What follows belongs to an exercise in optimizing a design on an open flow for small area; a production flow would make more cautious choices.
Function was checked by simulation only, so behaviour that the tests miss may differ from the original.

### run.sh
#!/bin/bash
# synth_recipe.tcl (not shown) runs the flow's synth.tcl, then flattens the netlist and writes it again
# the make line also repeats each setting of config.mk as NAME=value (left out here)
make -C /OpenROAD-flow-scripts/flow DESIGN_CONFIG=/design/flow/config.mk WORK_HOME=/design/flow/orfs CLKGATE_MAP_FILE= SYNTH_SCRIPT=/design/flow/synth_recipe.tcl finish
### config.mk
export PLATFORM = sky130hd
export DESIGN_NAME = speckle_core
export DESIGN_NICKNAME = speckle_core
export VERILOG_FILES = /design/flow/design.v
export SDC_FILE = /design/flow/constraint.sdc
export NUM_CORES = 4
export LEC_CHECK = 0
export CAP_MARGIN = 20
export CORE_MARGIN = 2
export CORE_UTILIZATION = 40
export PLACE_DENSITY = 0.6
export SLEW_MARGIN = 20
### constraint.sdc
create_clock -name core_clock -period 10.0 [get_ports {clk}]
set_input_delay 2.0000 -clock core_clock [delete_from_list [all_inputs] [get_ports {clk}]]
set_output_delay 2.0000 -clock core_clock [all_outputs]
set_load 0.01 [all_outputs]
### design.v
module speckle_core (
    input  wire        clk,
    input  wire        rst,
    input  wire        cmd_valid,
    input  wire [31:0] cmd,
    output reg         busy,
    input  wire        transport_present,
    input  wire        cfg_variant,           
    input  wire [1:0]  cfg_width,             
    input  wire [9:0]  cfg_npix,
    input  wire [7:0]  cfg_t_settle,
    input  wire [7:0]  cfg_t_exit,
    input  wire [15:0] cfg_t_frame,
    input  wire [7:0]  cfg_reg_burst_start,
    input  wire [7:0]  cfg_reg_reset,
    input  wire [7:0]  cfg_reg_laser_ctrl,
    input  wire [7:0]  cfg_reg_frame_capture,
    input  wire [7:0]  cfg_reg_pixel,
    input  wire [55:0] cfg_reg_other,         
    input  wire [7:0]  cfg_reset_sentinel,
    input  wire [7:0]  cfg_cap_cmd1,
    input  wire [7:0]  cfg_cap_cmd2,
    input  wire [7:0]  cfg_laser_fd_mask,
    input  wire        cfg_burst_pre_wait,
    input  wire        cfg_burst_byte_delay,
    input  wire [15:0] cfg_max_att,
    input  wire        cfg_max_att_inf,
    output reg         cs,
    output wire        xfer_req,
    output reg  [7:0]  xfer_out,
    input  wire        xfer_ack,
    input  wire [7:0]  xfer_in,
    output wire [7:0]  status,
    output reg  [3:0]  fault,
    output reg  [9:0]  finfo,
    output reg  [8:0]  flog,
    output reg  [1:0]  pstate,
    output reg  [2:0]  fstate,
    output reg  [7:0]  resb,
    output reg  [15:0] res0,
    output reg  [15:0] res1,
    output reg  [15:0] dx,
    output reg  [15:0] dy,
    output reg  [7:0]  sq,
    output reg  [15:0] shutter,
    output reg  [7:0]  pixmax,
    output reg  [7:0]  pixacc,
    output reg  [7:0]  motion,
    output reg  [7:0]  obs,
    output reg  [7:0]  pixsum,
    output reg  [7:0]  pixmin,
    output reg  [15:0] fperiod,
    output reg         pix_valid,
    output reg  [9:0]  pix_index,
    output reg  [6:0]  pix_data
);
    localparam [7:0] OP_INIT    = 8'h01;
    localparam [7:0] OP_SEL     = 8'h10;
    localparam [7:0] OP_DES     = 8'h11;
    localparam [7:0] OP_XFER    = 8'h12;
    localparam [7:0] OP_WRREG   = 8'h20;
    localparam [7:0] OP_RDREG   = 8'h21;
    localparam [7:0] OP_BBEGIN  = 8'h22;
    localparam [7:0] OP_BRDB    = 8'h23;
    localparam [7:0] OP_BEND    = 8'h24;
    localparam [7:0] OP_DEC8    = 8'h30;
    localparam [7:0] OP_DEC16   = 8'h31;
    localparam [7:0] OP_DEC12   = 8'h32;
    localparam [7:0] OP_RDBURST = 8'h40;
    localparam [7:0] OP_FCAP    = 8'h50;
    localparam [7:0] OP_FCEND   = 8'h51;
    localparam [3:0] F_NONE        = 4'd0;
    localparam [3:0] F_TRANSPORT   = 4'd1;
    localparam [3:0] F_PROFILE     = 4'd2;
    localparam [3:0] F_ILLEGAL     = 4'd3;
    localparam [3:0] F_ADDRESS     = 4'd4;
    localparam [3:0] F_NOTCONFIG   = 4'd5;
    localparam [3:0] F_ALREADY     = 4'd6;
    localparam [3:0] F_BUSSTATE    = 4'd7;
    localparam [3:0] F_TIMEOUT     = 4'd8;
    localparam [1:0] P_IDLE      = 2'd0;
    localparam [1:0] P_SELECTED  = 2'd1;
    localparam [1:0] P_STREAMING = 2'd2;
    localparam [2:0] FS_IDLE  = 3'd0;
    localparam [2:0] FS_RESET = 3'd1;
    localparam [2:0] FS_LASER = 3'd2;
    localparam [2:0] FS_ARM   = 3'd3;
    localparam [2:0] FS_WAIT  = 3'd4;
    localparam [2:0] FS_PIXEL = 3'd5;
    localparam [7:0] DUMMY = 8'h00;
    localparam [1:0] TK_WRITE = 2'd0;
    localparam [1:0] TK_READ  = 2'd1;
    localparam [1:0] TK_BURST = 2'd2;
    localparam [4:0] S_IDLE     = 5'd0;
    localparam [4:0] S_CHECK    = 5'd1;
    localparam [4:0] S_GUARD    = 5'd2;
    localparam [4:0] S_ADDR     = 5'd3;
    localparam [4:0] S_WDATA    = 5'd4;
    localparam [4:0] S_SETTLE   = 5'd5;
    localparam [4:0] S_RDATA    = 5'd6;
    localparam [4:0] S_TDES     = 5'd7;
    localparam [4:0] S_TDONE    = 5'd8;
    localparam [4:0] S_PREWAIT  = 5'd9;
    localparam [4:0] S_BDELAY   = 5'd10;
    localparam [4:0] S_BBYTE    = 5'd11;
    localparam [4:0] S_BDES     = 5'd12;
    localparam [4:0] S_DECODE   = 5'd13;
    localparam [4:0] S_FWAIT    = 5'd14;
    localparam [4:0] S_BRDLY    = 5'd15;
    localparam [4:0] S_BRBYTE   = 5'd16;
    localparam [4:0] S_XBYTE    = 5'd17;
    function [15:0] dec8;
        input [7:0] b;
        begin
            if (b[7] == 1'b0)
                dec8 = {8'd0, b};
            else
                dec8 = 16'd0 - ({8'd0, ~b} + 16'd1);
        end
    endfunction
    function [15:0] dec16;
        input [7:0] high;
        input [7:0] low;
        reg   [15:0] w;
        begin
            w = {high, low};
            if (w[15] == 1'b0)
                dec16 = w;
            else
                dec16 = 16'd0 - (~w + 16'd1);
        end
    endfunction
    function [15:0] dec12a;
        input [7:0] high;
        input [7:0] alow;
        reg   [11:0] f;
        begin
            if (high[7] == 1'b0)
                dec12a = {4'd0, high[7:4], alow};
            else begin
                f = {(~high) & 8'hF0, 4'd0} | {4'd0, ~alow};
                dec12a = 16'd0 - {4'd0, (f + 12'd1) & 12'hFFF};
            end
        end
    endfunction
    function [15:0] dec12b;
        input [7:0] high;
        input [7:0] blow;
        reg   [11:0] f;
        begin
            if (high[3] == 1'b0)
                dec12b = {4'd0, high[3:0], blow};
            else begin
                f = {(~high) & 8'h0F, 8'd0} | {4'd0, ~blow};
                dec12b = 16'd0 - {4'd0, (f + 12'd1) & 12'hFFF};
            end
        end
    endfunction
    reg  [4:0]  state;
    reg  [31:0] cmd_q;
    reg         configured;
    reg         haz_guard;
    reg         resb_valid, res_valid, sample_valid, frame_valid;
    reg  [7:0]  since_des;         
    reg         p_variant;
    reg  [1:0]  p_width;
    reg  [9:0]  p_npix;
    reg  [7:0]  p_t_settle;
    reg  [7:0]  p_t_exit;
    reg  [15:0] p_t_frame;
    reg  [6:0]  p_reg_burst_start;
    reg  [6:0]  p_reg_reset;
    reg  [6:0]  p_reg_laser_ctrl;
    reg  [6:0]  p_reg_frame_capture;
    reg  [6:0]  p_reg_pixel;
    reg  [7:0]  p_reset_sentinel;
    reg  [7:0]  p_cap_cmd1;
    reg  [7:0]  p_cap_cmd2;
    reg  [7:0]  p_laser_fd_mask;
    reg         p_burst_pre_wait;
    reg         p_burst_byte_delay;
    reg  [15:0] p_max_att;
    reg         p_max_att_inf;
    reg  [1:0]  tk;                
    reg  [7:0]  t_addr;            
    reg  [7:0]  t_wdata;           
    reg  [7:0]  t_rdata;           
    reg  [2:0]  step;              
    reg  [16:0] dly;               
    reg  [3:0]  fidx;
    reg  [9:0]  pidx;
    reg  [15:0] att;
    reg  [7:0]  raw [0:13];
    wire [7:0] op = cmd_q[31:24];
    wire [7:0] oa = cmd_q[23:16];
    wire [7:0] ob = cmd_q[15:8];
    wire [7:0] oc = cmd_q[7:0];
    assign status   = {haz_guard, frame_valid, sample_valid, res_valid,
                       resb_valid, configured, cs, busy};
    assign xfer_req = (state == S_ADDR)  || (state == S_WDATA) ||
                      (state == S_RDATA) || (state == S_BBYTE) ||
                      (state == S_BRBYTE) || (state == S_XBYTE);
    wire guard_ok = ({1'b0, since_des} + 9'd1) >= {1'b0, p_t_exit};
    wire [3:0] burst_nf = p_variant ? 4'd14 : (p_width == 2'd1 ? 4'd8 : 4'd7);
    reg        legal;
    reg        is_dec;
    reg        bus_ok;
    reg        is_addr_op;
    always @(*) begin
        legal = 1'b0;
        case (op)
            OP_INIT, OP_SEL, OP_DES, OP_BEND, OP_RDBURST, OP_FCAP, OP_FCEND:
                legal = (oa == 8'd0) && (ob == 8'd0) && (oc == 8'd0);
            OP_XFER, OP_RDREG, OP_BBEGIN, OP_DEC8:
                legal = (ob == 8'd0) && (oc == 8'd0);
            OP_BRDB:
                legal = (oa[7:1] == 7'd0) && (ob == 8'd0) && (oc == 8'd0);
            OP_WRREG, OP_DEC16:
                legal = (oc == 8'd0);
            OP_DEC12:
                legal = 1'b1;
            default:
                legal = 1'b0;
        endcase
        is_dec = (op == OP_DEC8) || (op == OP_DEC16) || (op == OP_DEC12);
        case (op)
            OP_SEL:              bus_ok = !cs;
            OP_DES, OP_XFER:     bus_ok = cs;
            OP_BRDB, OP_BEND:    bus_ok = (pstate != P_IDLE);
            default:             bus_ok = !cs;
        endcase
        is_addr_op = (op == OP_WRREG) || (op == OP_RDREG) || (op == OP_BBEGIN);
    end
    reg [9:0] prof_fail;
    always @(*) begin
        prof_fail = 10'd0;
        if (!(cfg_variant ? (cfg_width == 2'd2)
                          : (cfg_width == 2'd0 || cfg_width == 2'd1)))
            prof_fail = 10'd2;
        else if (!(cfg_npix == 10'd484 || cfg_npix == 10'd900))
            prof_fail = 10'd3;
        else if (cfg_reg_burst_start[7] || cfg_reg_reset[7] || cfg_reg_laser_ctrl[7] ||
                 cfg_reg_frame_capture[7] || cfg_reg_pixel[7] ||
                 cfg_reg_other[7]  || cfg_reg_other[15] || cfg_reg_other[23] ||
                 cfg_reg_other[31] || cfg_reg_other[39] || cfg_reg_other[47] ||
                 cfg_reg_other[55])
            prof_fail = 10'd4;
        else if (!(cfg_laser_fd_mask != 8'd0 &&
                   (cfg_laser_fd_mask & (cfg_laser_fd_mask - 8'd1)) == 8'd0))
            prof_fail = 10'd5;
        else if (!cfg_max_att_inf && cfg_max_att == 16'd0)
            prof_fail = 10'd6;
    end
    task finish_ok;
        begin
            fault <= F_NONE;
            finfo <= 10'd0;
            busy  <= 1'b0;
            state <= S_IDLE;
        end
    endtask
    task finish_fault;
        input [3:0] code;
        input [9:0] info;
        begin
            fault       <= code;
            finfo       <= info;
            flog[code]  <= 1'b1;
            busy        <= 1'b0;
            state       <= S_IDLE;
        end
    endtask
    task start_txn;
        input [1:0] k;
        input [6:0] addr;
        input [7:0] wdata;
        begin
            tk      <= k;
            t_addr  <= (k == TK_WRITE) ? {1'b1, addr} : {1'b0, addr};
            t_wdata <= wdata;
            state   <= S_GUARD;
        end
    endtask
    integer i;
    always @(posedge clk) begin
        pix_valid <= 1'b0;
        if (since_des != 8'hFF)
            since_des <= since_des + 8'd1;
        if (rst) begin
            state        <= S_IDLE;
            busy         <= 1'b0;
            configured   <= 1'b0;
            cs           <= 1'b0;
            pstate       <= P_IDLE;
            fstate       <= FS_IDLE;
            haz_guard    <= 1'b0;
            resb_valid   <= 1'b0;
            res_valid    <= 1'b0;
            sample_valid <= 1'b0;
            frame_valid  <= 1'b0;
            fault        <= F_NONE;
            finfo        <= 10'd0;
            flog         <= 9'd0;
            since_des    <= 8'd0;
            fidx         <= 4'd0;
            pidx         <= 10'd0;
            att          <= 16'd0;
            step         <= 3'd0;
            dly          <= 17'd0;
            pix_valid    <= 1'b0;
        end else begin
            case (state)
            S_IDLE: begin
                if (cmd_valid) begin
                    cmd_q <= cmd;
                    busy  <= 1'b1;
                    state <= S_CHECK;
                end
            end
            S_CHECK: begin
                if (!legal)
                    finish_fault(F_ILLEGAL, {2'b00, op});
                else if (op == OP_INIT && configured)
                    finish_fault(F_ALREADY, 10'd0);
                else if (op != OP_INIT && !is_dec && !configured)
                    finish_fault(F_NOTCONFIG, 10'd0);
                else if (op != OP_INIT && !is_dec && !bus_ok)
                    finish_fault(F_BUSSTATE, {7'd0, cs, pstate});
                else if (is_addr_op && oa[7])
                    finish_fault(F_ADDRESS, {2'b00, oa});
                else if (op == OP_INIT && !transport_present)
                    finish_fault(F_TRANSPORT, 10'd0);
                else if (op == OP_INIT && prof_fail != 10'd0)
                    finish_fault(F_PROFILE, prof_fail);
                else begin
                    case (op)
                    OP_INIT: begin
                        p_variant           <= cfg_variant;
                        p_width             <= cfg_width;
                        p_npix              <= cfg_npix;
                        p_t_settle          <= cfg_t_settle;
                        p_t_exit            <= cfg_t_exit;
                        p_t_frame           <= cfg_t_frame;
                        p_reg_burst_start   <= cfg_reg_burst_start[6:0];
                        p_reg_reset         <= cfg_reg_reset[6:0];
                        p_reg_laser_ctrl    <= cfg_reg_laser_ctrl[6:0];
                        p_reg_frame_capture <= cfg_reg_frame_capture[6:0];
                        p_reg_pixel         <= cfg_reg_pixel[6:0];
                        p_reset_sentinel    <= cfg_reset_sentinel;
                        p_cap_cmd1          <= cfg_cap_cmd1;
                        p_cap_cmd2          <= cfg_cap_cmd2;
                        p_laser_fd_mask     <= cfg_laser_fd_mask;
                        p_burst_pre_wait    <= cfg_burst_pre_wait;
                        p_burst_byte_delay  <= cfg_burst_byte_delay;
                        p_max_att           <= cfg_max_att;
                        p_max_att_inf       <= cfg_max_att_inf;
                        configured          <= 1'b1;
                        finish_ok;
                    end
                    OP_DEC8: begin
                        res0      <= dec8(oa);
                        res_valid <= 1'b1;
                        finish_ok;
                    end
                    OP_DEC16: begin
                        res0      <= dec16(oa, ob);
                        res_valid <= 1'b1;
                        finish_ok;
                    end
                    OP_DEC12: begin
                        res0      <= dec12a(oa, ob);
                        res1      <= dec12b(oa, oc);
                        res_valid <= 1'b1;
                        finish_ok;
                    end
                    OP_SEL: begin
                        if (!guard_ok)
                            haz_guard <= 1'b1;
                        cs <= 1'b1;
                        finish_ok;
                    end
                    OP_DES, OP_BEND: begin
                        cs        <= 1'b0;
                        since_des <= 8'd0;
                        pstate    <= P_IDLE;
                        finish_ok;
                    end
                    OP_XFER: begin
                        resb_valid <= 1'b0;
                        state      <= S_XBYTE;
                    end
                    OP_WRREG:  start_txn(TK_WRITE, oa[6:0], ob);
                    OP_RDREG: begin
                        resb_valid <= 1'b0;
                        start_txn(TK_READ, oa[6:0], 8'd0);
                    end
                    OP_BBEGIN: start_txn(TK_BURST, oa[6:0], 8'd0);
                    OP_BRDB: begin
                        resb_valid <= 1'b0;
                        dly        <= {9'd0, p_t_settle};
                        state      <= oa[0] ? S_BRDLY : S_BRBYTE;
                    end
                    OP_RDBURST: begin
                        sample_valid <= 1'b0;
                        start_txn(TK_BURST, p_reg_burst_start, 8'd0);
                    end
                    OP_FCAP: begin
                        frame_valid <= 1'b0;
                        fstate      <= FS_RESET;
                        step        <= 3'd0;
                        start_txn(TK_WRITE, p_reg_reset, p_reset_sentinel);
                    end
                    OP_FCEND: begin
                        step <= 3'd0;
                        start_txn(TK_WRITE, p_reg_reset, p_reset_sentinel);
                    end
                    default: finish_fault(F_ILLEGAL, {2'b00, op});
                    endcase
                end
            end
            S_GUARD: begin
                if (guard_ok) begin
                    cs    <= 1'b1;
                    state <= S_ADDR;
                end
            end
            S_ADDR: begin
                if (xfer_ack) begin
                    if (tk == TK_WRITE)
                        state <= S_WDATA;
                    else begin
                        dly   <= {9'd0, p_t_settle};
                        state <= S_SETTLE;
                    end
                end
            end
            S_WDATA: begin
                if (xfer_ack)
                    state <= S_TDES;
            end
            S_SETTLE: begin
                if (dly != 17'd0)
                    dly <= dly - 17'd1;
                else if (tk == TK_READ)
                    state <= S_RDATA;
                else begin
                    pstate <= P_SELECTED;
                    if (op == OP_BBEGIN)
                        finish_ok;
                    else if (p_burst_pre_wait) begin
                        dly   <= {1'b0, p_t_frame};
                        state <= S_PREWAIT;
                    end else begin
                        fidx  <= 4'd0;
                        dly   <= {9'd0, p_t_settle};
                        state <= p_burst_byte_delay ? S_BDELAY : S_BBYTE;
                    end
                end
            end
            S_RDATA: begin
                if (xfer_ack) begin
                    t_rdata <= xfer_in;
                    state   <= S_TDES;
                end
            end
            S_TDES: begin
                cs        <= 1'b0;
                since_des <= 8'd0;
                state     <= S_TDONE;
            end
            S_TDONE: begin
                case (op)
                OP_WRREG: finish_ok;
                OP_RDREG: begin
                    resb       <= t_rdata;
                    resb_valid <= 1'b1;
                    finish_ok;
                end
                OP_FCEND: begin
                    step <= step + 3'd1;
                    case (step)
                    3'd0: start_txn(TK_READ, p_reg_laser_ctrl, 8'd0);
                    3'd1: start_txn(TK_WRITE, p_reg_laser_ctrl, t_rdata | p_laser_fd_mask);
                    default: finish_ok;
                    endcase
                end
                OP_FCAP: begin
                    case (step)
                    3'd0: begin
                        fstate <= FS_LASER;
                        step   <= 3'd1;
                        start_txn(TK_READ, p_reg_laser_ctrl, 8'd0);
                    end
                    3'd1: begin
                        step <= 3'd2;
                        start_txn(TK_WRITE, p_reg_laser_ctrl, t_rdata & ~p_laser_fd_mask);
                    end
                    3'd2: begin
                        fstate <= FS_ARM;
                        step   <= 3'd3;
                        start_txn(TK_WRITE, p_reg_frame_capture, p_cap_cmd1);
                    end
                    3'd3: begin
                        step <= 3'd4;
                        start_txn(TK_WRITE, p_reg_frame_capture, p_cap_cmd2);
                    end
                    3'd4: begin
                        fstate <= FS_WAIT;
                        step   <= 3'd5;
                        dly    <= {p_t_frame, 1'b0};
                        state  <= S_FWAIT;
                    end
                    default: begin
                        if (t_rdata[7]) begin
                            pix_valid <= 1'b1;
                            pix_index <= pidx;
                            pix_data  <= t_rdata[6:0];
                            if (pidx == p_npix - 10'd1) begin
                                fstate      <= FS_IDLE;
                                frame_valid <= 1'b1;
                                finish_ok;
                            end else begin
                                pidx <= pidx + 10'd1;
                                att  <= 16'd0;
                                start_txn(TK_READ, p_reg_pixel, 8'd0);
                            end
                        end else if (!p_max_att_inf && (att + 16'd1 == p_max_att)) begin
                            fstate <= FS_IDLE;
                            finish_fault(F_TIMEOUT, pidx);
                        end else begin
                            att <= att + 16'd1;
                            start_txn(TK_READ, p_reg_pixel, 8'd0);
                        end
                    end
                    endcase
                end
                default: finish_ok;
                endcase
            end
            S_FWAIT: begin
                if (dly != 17'd0)
                    dly <= dly - 17'd1;
                else begin
                    fstate <= FS_PIXEL;
                    pidx   <= 10'd0;
                    att    <= 16'd0;
                    start_txn(TK_READ, p_reg_pixel, 8'd0);
                end
            end
            S_PREWAIT: begin
                if (dly != 17'd0)
                    dly <= dly - 17'd1;
                else begin
                    fidx  <= 4'd0;
                    dly   <= {9'd0, p_t_settle};
                    state <= p_burst_byte_delay ? S_BDELAY : S_BBYTE;
                end
            end
            S_BDELAY: begin
                if (dly != 17'd0)
                    dly <= dly - 17'd1;
                else
                    state <= S_BBYTE;
            end
            S_BBYTE: begin
                if (xfer_ack) begin
                    raw[fidx] <= xfer_in;
                    pstate    <= P_STREAMING;
                    fidx      <= fidx + 4'd1;
                    if (fidx + 4'd1 == burst_nf)
                        state <= S_BDES;
                    else begin
                        dly   <= {9'd0, p_t_settle};
                        state <= p_burst_byte_delay ? S_BDELAY : S_BBYTE;
                    end
                end
            end
            S_BDES: begin
                cs        <= 1'b0;
                since_des <= 8'd0;
                pstate    <= P_IDLE;
                state     <= S_DECODE;
            end
            S_DECODE: begin
                if (p_variant) begin
                    motion  <= raw[0];
                    obs     <= raw[1];
                    dx      <= dec16(raw[3], raw[2]);
                    dy      <= dec16(raw[5], raw[4]);
                    sq      <= raw[6];
                    pixsum  <= raw[7];
                    pixmax  <= raw[8];
                    pixmin  <= raw[9];
                    shutter <= {raw[10], raw[11]};
                    fperiod <= {raw[12], raw[13]};
                end else if (p_width == 2'd1) begin
                    dx      <= dec12a(raw[2], raw[0]);
                    dy      <= dec12b(raw[2], raw[1]);
                    sq      <= raw[3];
                    shutter <= {raw[4], raw[5]};
                    pixmax  <= raw[6];
                    pixacc  <= raw[7];
                end else begin
                    dx      <= dec8(raw[0]);
                    dy      <= dec8(raw[1]);
                    sq      <= raw[2];
                    shutter <= {raw[3], raw[4]};
                    pixmax  <= raw[5];
                    pixacc  <= raw[6];
                end
                sample_valid <= 1'b1;
                finish_ok;
            end
            S_BRDLY: begin
                if (dly != 17'd0)
                    dly <= dly - 17'd1;
                else
                    state <= S_BRBYTE;
            end
            S_BRBYTE: begin
                if (xfer_ack) begin
                    resb       <= xfer_in;
                    resb_valid <= 1'b1;
                    pstate     <= P_STREAMING;
                    finish_ok;
                end
            end
            S_XBYTE: begin
                if (xfer_ack) begin
                    resb       <= xfer_in;
                    resb_valid <= 1'b1;
                    finish_ok;
                end
            end
            default: state <= S_IDLE;
            endcase
        end
    end
    always @(*) begin
        case (state)
            S_ADDR:  xfer_out = t_addr;
            S_WDATA: xfer_out = t_wdata;
            S_XBYTE: xfer_out = oa;
            default: xfer_out = DUMMY;
        endcase
    end
endmodule
==> results_dict.tcl <==
set metrics [dict create \
    outcome "finished clean" \
    cts.repair.resized 0 \
    net_count_of_the_mapped_netlist 2618 \
    detail_route.vias_per_cell 5.75 \
    synth-async-reset-ratio_pct 0 \
    start_util_pct 40.3 \
    r2r_setup_slack_ns 4.56 \
    mostFrequentLayoutCells "475 x edfxtp_1, 410 x clkdlybuf4s50_1, 220 x nand2_1, 175 x nor2_1, 151 x o21ai_0" \
    cap_viol_max_count 0 \
    power.density_cell_area_mw_per_mm2 152 \
    core_outline_area_mm2 0.0670 \
    cp_max_fo 97 \
    yosys.area_share.xor_xnor_pct 3.18 \
    final_hold_viol_count 0 \
    clk_pin_slew_worst_paths_ns 0.06 \
    clk_latency_ns 0.66 \
    synthSimpleGateAreaFrac_pct 15.0 \
    critPathBufInv 2 \
    wp_data_arrival_ns 5.86 \
    timing.critical_path.slowest_cell_delay_ns 0.76 \
    wl_um 86000 \
    tightest_slew_ns 1.13 \
    drc_errors 0 \
    path_class "primary input to flop" \
    worst_path_dominant_cell_family "simple AND/OR/NAND/NOR gates" \
    drt_first_iter_violations 2260 \
    final_max_slew_viol_count 0 \
    report.final.setup_viol 0 \
    htreeDepth 2 \
    post_cts.repair.setup_buffers 0 \
    die-width_um 264 \
    max-clock-path-buffers 3 \
    grt.total_usage_pct 24.1 \
    design.final.nets 2985 \
    buffer_ports.inserted 411 \
    critPathSlowestCell "nor2_4" \
    grt_start_max_net_pins 98 \
    unrepaired_setup_endpoints_after_global_routing "false" \
    syn_to_final_growth_pct 25.8 \
    fin_worst_skew_ns 0.0418 \
    mostFrequentLayoutCell "edfxtp_1" \
    max_clock_freq_mhz 179 \
    min_period_over_period_pct 55.7 \
    min_path_type "flop to flop" \
    detail_route.wl_per_cell_um 23.6 \
    synth_edf_count 475 \
    synthesis.area_mm2 0.0270 \
    setup.worst_path.start_class "primary input" \
    holdBufCountCts 0 \
    dr_total_vias 21000 \
    clock_sink_count 574 \
    io-pin-count 462 \
    multi_input_comb_area_mm2 0.00993 \
    synth_adder_area_share_pct 1.24 \
    antenna_violating_nets_post_route 0 \
    synth_compound_gate_area_share_pct 15.2 \
    number_of_buffers_created_by_cts 61 \
    total_leakage_power_nw 11.4 \
    cts_tree "built" \
    drive_above_1_share_pct 6.92 \
    num_rows 95 \
    final.min_clock_period_ns 5.57 \
    synth_seq_area_share_pct 60.2 \
    cp.required_ns 10.29 \
    total_power_consumption_of_the_routed_design_mw 5.17 \
    synthCells 2355 \
    final.fill_count 5857 \
    post-dp-hpwl_um 63300 \
    worst_ir_drop_vdd_v 0.000121 \
    synth.ff_latch_count 574 \
    synth_top_area_cell "edfxtp_1" \
    grt_pass1_vias 20400 \
    proportion_of_netlist_area_held_by_the_largest_area_contributor_pct 52.8 \
    clock_tree.root_cell "clkbuf_16" \
    fp.dieH_um 264 \
    post_synth.cell_area_avg_um2 11.5 \
    sequential_cell_area_mm2 0.0162 \
    synth.yosys.warnings 1 \
    overflow 0 \
    cell_by_cell_trace_of_the_critical_path "clkdlybuf4s50_1, nor4_1, nand4b_1, nand4_1, o21a_1, a31oi_1, or3_1, nor2_4, buf_12" \
    drtPass1Iterations 8 \
    ys_types 95 \
    grt_pass1_wl_um 128000 \
    grt_antenna_before_repair 5 \
    maxSlewHeadroom_pct 24.7 \
    synthTopCellsByArea "edfxtp_1 53%, dfxtp_1 7.3%, nand2_1 3.1%" \
    die_area_mm2 0.0696 \
    combinational_family_with_the_most_area_after_synthesis "compound AO/OA/AOI/OAI gates" \
    yosys-mux-area-fraction_pct 2.04 \
    globalplace.congestion 0.923 \
    worstSetupEndpointType "flop" \
    synth_top_flop_cell "edfxtp_1" \
    fin_tns_setup_ns 0 \
]
cell type report:
| class | count | area share [%] |
|---|---|---|
| inverter | 64 | 0.707 |
| clock buffer | 80 | 4.88 |
| sequential | 574 | 47.8 |
| timing repair buffer | 449 | 13.0 |
| antenna | 2 | 0.0147 |
| multi-input combinational | 1572 | 29.2 |
| clock inverter | 35 | 1.16 |
| tap | 873 | 3.22 |
cells by family after synthesis:
family / Yosys count
XOR/XNOR: 98
adder cells (fa/ha/maj): 27
other: 1
buffers and inverters: 209
AO/OA/AOI/OAI: 598
AND/OR/NAND/NOR: 795
flip-flops: 574
multiplexers: 53
synthesized netlist by cell type (28+ instances only):
library cell,number
mux2i_1,37
xor2_1,36
nor4_1,28
a21oi_1,115
nand2_1,220
nor2_1,178
nand3_1,50
edfxtp_1,475
dfxtp_1,99
or3_1,28
o21ai_0,151
inv_1,62
nand2b_1,29
xnor2_1,62
nor3_1,70
clkbuf_1,106
flip-flops by register name, summed over array words and instances (netlist names), 10 cells and up:
signal	cells
att	16
cmd_q	32
dly	17
dx	16
dy	16
finfo	10
fperiod	16
p_max_att	16
p_npix	10
p_t_frame	16
pidx	10
pix_index	10
raw	112
res0	16
res1	13
shutter	16
report_power, final:
| part | total [mW] | internal, mW | switching (mW) |
|---|---|---|---|
| Clock | 2.31 | 1.35 | 0.959 |
| Sequential | 2.61 | 2.59 | 0.0234 |
| Combinational | 0.245 | 0.117 | 0.128 |
| Total | 5.17 | 4.06 | 1.11 |
worst paths after layout:
path / start / end / depth (start not counted)
setup / recovery: cfg_laser_fd_mask[2] / p_npix[4] / 9
hold / removal: raw[12][5] / fperiod[13] / 0
setup reg to reg: cmd_q[8] / p_npix[4] / 11
hold reg to reg: raw[12][5] / fperiod[13] / 0
metal layers:
layer / vias up / GRT usage, % / share of wire [%]
met5: - / 0 / 0.014
met4: 2 / 7.09 / 2.9
met3: 159 / 4.82 / 7.4
met2: 870 / 40.8 / 48
met1: 10200 / 31.4 / 41
li1: 9736 / - / -
worst reg2reg max path, cell delays in order, from the launching register on:
cell       delay (ns)
edfxtp_1         0.50
inv_1            0.15
ha_1             0.25
nor4b_2          0.39
nand2_1          0.25
a22oi_1          0.24
o2111ai_1        0.29
a31oi_2          0.69
nand2_1          0.37
or3_1            0.57
nor2_4           0.76
buf_12           0.46
stage by stage:
step	hold slack (ns)	std cells	instance area, µm²	setup slack, ns	util (%)
2_1_floorplan	0.400	2355	27000	0.455	-
3_3_place_gp	0.404	3531	31900	3.91	47.6
3_5_place_dp	0.405	3531	31900	3.75	47.6
4_1_cts	0.414	3646	33900	4.45	50.6
5_1_grt	0.419	3647	34000	4.10	50.7
6_report	0.412	3649	34000	4.43	50.7

[what the ideal ports hide]
The results above use ideal ports. As a check the final layout listed here was re-extracted and re-timed, cells and wires unchanged. Step 1: set_driving_cell puts a clkbuf_16 on clk and a buf_2 on each other input, an assumption about the parent block. Step 2 moves the port delays by t, midway between the first and last clock arrival at a register: inputs arrive t later, outputs are due t later. That takes back most of the time a late clock gives input paths. Three values: no drivers, after step 1, after step 2; two values: the first two.
shift t [ns]: 0.697
setup slack, ns: 4.428 / 4.466 / 3.769
hold WS [ns]: 0.412 / 0.412 / 0.412
latest minus earliest clock arrival (ns): 0.046 / 0.047
worst register clock-pin slew, ns: 0.06 / 0.06
After both steps this run still meets setup and hold. For this run, drivers alone change the setup slack by +0.038 ns; drivers and shift together by -0.659 ns.
